This design comes from an exercise in tuning for small area, a short achievable clock period and few clock cycles per item on the open sky130 flow, not from production work. The RTL was checked by simulation tests, not by an equivalence proof against the original design. No activity file was given, so power comes from the tool's default toggle rates.

==> flow/design.v (excerpt) <==
module rc_rx (
    input  wire        clk,
    input  wire        rst,
    input  wire        ev_valid,
    output wire        ev_ready,
    input  wire [15:0] ev_dt,
    input  wire        ev_edge,
    input  wire [7:0]  cfg_tol,      
    input  wire        cfg_in_en,    
    input  wire        clr_valid,    
    output reg         res_valid,
    output reg  [31:0] res_value,
    output reg  [7:0]  res_len,
    output reg  [31:0] res_unit,
    output reg  [2:0]  res_proto
);
    localparam [1:0] DV_IDLE = 2'd0, DV_RUN = 2'd1, DV_TAIL = 2'd2, DV_DONE = 2'd3;
    localparam [1:0] SC_WAIT = 2'd0, SC_BND = 2'd1, SC_SCAN = 2'd2, SC_FAIL = 2'd3;
    localparam [12:0] XMAX = 13'd4301;   
    integer i;
    reg         rdy;
    reg         a_v, a_e;           
    reg         a_f;                
    reg  [1:0]  a_ph;               
    reg  [15:0] a_dt;
    reg  [7:0]  a_tol;
    reg         a_big;              
    reg         last_e;             
    reg         f_gap, f_match;     
    assign ev_ready = rdy;
    wire accept = ev_valid & rdy;
    reg  [31:0] eacc;               
    reg  [31:0] g;                  
    reg  [12:0] tbo [0:32];         
    reg  [12:0] tbe [0:32];         
    reg  [6:0]  cnt;
    reg         rep;
    reg  [7:0]  t_cur;              
    reg  [9:0]  t_x3;               
    reg         rs;                 
    wire in_big = ev_dt > 16'd4300;
    wire in_e   = ev_edge & cfg_in_en;
    wire slow   = in_e & (~last_e | (rep & (cnt >= 7'd7) & in_big));
    reg  [1:0]  dv_st;
    reg  [2:0]  dp;
    reg  [8:0]  ds1, ds2, ds3;      
    reg         dv_fresh;           
    reg  [2:0]  dv_j;
    reg  [3:0]  nib;
    reg  [6:0]  dv_r;
    reg  [29:0] dv_u;
    reg  [3:0]  dq;                 
    reg         dq_v;
    reg  [6:0]  tra;                
    reg  [4:0]  trb;
    reg  [20:0] tq;                 
    reg  [1:0]  tqb;
    reg  [1:0]  sc_st;
    reg  [2:0]  bk;
    reg  [3:0]  kk;
    reg  [22:0] kv;                 
    reg  [2:0]  sp;
    reg  [5:0]  ia, ib;             
    reg  [6:0]  need;               
  ...
clock: 20.0 ns
lec_check: 0
cap_margin: 20
core_margin: 2
core_utilization: 40
slew_margin: 20
standard.sh (not shown) runs the stock make flow with config.mk's settings and CLKGATE_MAP_FILE= SYNTH_SCRIPT=/design/flow/synth_recipe.tcl, a recipe that flattens the netlist after the stock synthesis.
==> flow/flow/run.sh <==
#!/bin/bash
# The standard layout, with one change: the buffers that ORFS puts on
# every input and output port are buf_4 cells instead of the slow delay
# buffer buffer_ports picks by default. Everything else is standard.sh.
set -euo pipefail
export BUFFER_PORTS_ARGS="-buffer_cell sky130_fd_sc_hd__buf_4"
bash standard.sh > standard.log 2>&1
Testbench counts at the start, summed over its fixed seeds: cycles 22,743, events 22,061.
Edit:
==> flow/run.sh (new file) <==
#!/bin/bash
# synth_recipe.tcl (not shown) runs the flow's synth.tcl, then flattens the netlist and writes it again
# the make line also repeats each setting of config.mk as NAME=value (left out here)
make -C /OpenROAD-flow-scripts/flow DESIGN_CONFIG=/design/flow/config.mk WORK_HOME=/design/flow/orfs CLKGATE_MAP_FILE= SYNTH_SCRIPT=/design/flow/synth_recipe.tcl finish
removed: flow/flow/run.sh
removed: flow/standard.sh
=>
- sequential share of layout area goes up by 0.11 points
- hold slack is better by 0.012 ns
- power goes down by 2.0%
- via count goes down by 0.41%
- wire length goes down by 0.37%
- clock power goes down by about 5%
- cell area barely changes
- first-iteration DRC count goes up by 3.7%
- combinational power goes up by about 0.5%
- setup slack is worse by 0.26 ns
- sequential power stays flat

========
rc_rx, a different RTL version from the one above (not shown whole).
For scale: ~1400 flip-flops, ~110 I/O pins.
==> flow/config.mk <==
export PLATFORM = sky130hd
export DESIGN_NAME = rc_rx
export DESIGN_NICKNAME = rc_rx
export VERILOG_FILES = /design/flow/design.v
export SDC_FILE = /design/flow/constraint.sdc
export NUM_CORES = 4
export LEC_CHECK = 0
export CAP_MARGIN = 80
export CORE_MARGIN = 2
export CORE_UTILIZATION = 40
export SLEW_MARGIN = 80
==> flow/constraint.sdc <==
create_clock -name core_clock -period 20.0 [get_ports {clk}]
set_input_delay 4.0000 -clock core_clock [delete_from_list [all_inputs] [get_ports {clk}]]
set_output_delay 4.0000 -clock core_clock [all_outputs]
set_load 0.01 [all_outputs]
==> flow/flow/run.sh <==
#!/bin/bash
# The standard layout, with one change: the buffers that ORFS puts on
# every input and output port are buf_4 cells instead of the slow delay
# buffer buffer_ports picks by default. Everything else is standard.sh.
set -euo pipefail
export BUFFER_PORTS_ARGS="-buffer_cell sky130_fd_sc_hd__buf_4"
bash standard.sh > standard.log 2>&1
Testbench counts at the start, summed over its fixed seeds: cycles 23,064, events 22,061.
Next try:
ABC_AREA = 1   (was not set)
CAP_MARGIN = 20   (was 80)
SLEW_MARGIN = 20   (was 80)
After rerunning: Register-to-register slack gains 0.40 ns. Synthesized area is higher by 2.1%. Cell area is lower by about 5%. Worst setup slack gains 0.28 ns. Total power is higher by 4.0%. Critical path depth is lower by 19.

## what the ideal ports hide
The results above use ideal ports. As a check the final layouts listed here were re-extracted and re-timed, cells and wires unchanged. Step 1, drivers: a clkbuf_16 drives clk and a buf_2 each remaining input, both assumed. Step 2, shift: input delay + t, output delay - t, t = (earliest + latest rising clock arrival at the registers) / 2. This alone moves slack from input paths to output paths. Three values: ideal ports, drivers, drivers and shift; two values: the first two.
| run | t, ns | slack for setup (ns) | worst hold slack (ns) | worst data-port slew with drivers (ns) |
|---|---|---|---|---|
| the first run of note 1 | 0.876 | 14.312 / 14.312 / 14.168 | 0.415 / 0.415 / 0.415 | 0.06 |
| the second run of note 1 | 0.859 | 14.050 / 13.974 / 13.916 | 0.427 / 0.427 / 0.427 | 0.07 |
| the first run of note 2 | 0.864 | 14.242 / 14.242 / 14.242 | 0.436 / 0.436 / 0.436 | 0.08 |
| the second run of note 2 | 0.875 | 14.517 / 14.431 / 14.216 | 0.433 / 0.433 / 0.433 | 0.17 |
After both steps every run listed still meets setup and hold. The setup slack of the second run of note 2, which loses most, moves by -0.086 ns with the drivers and by -0.301 ns with both steps.
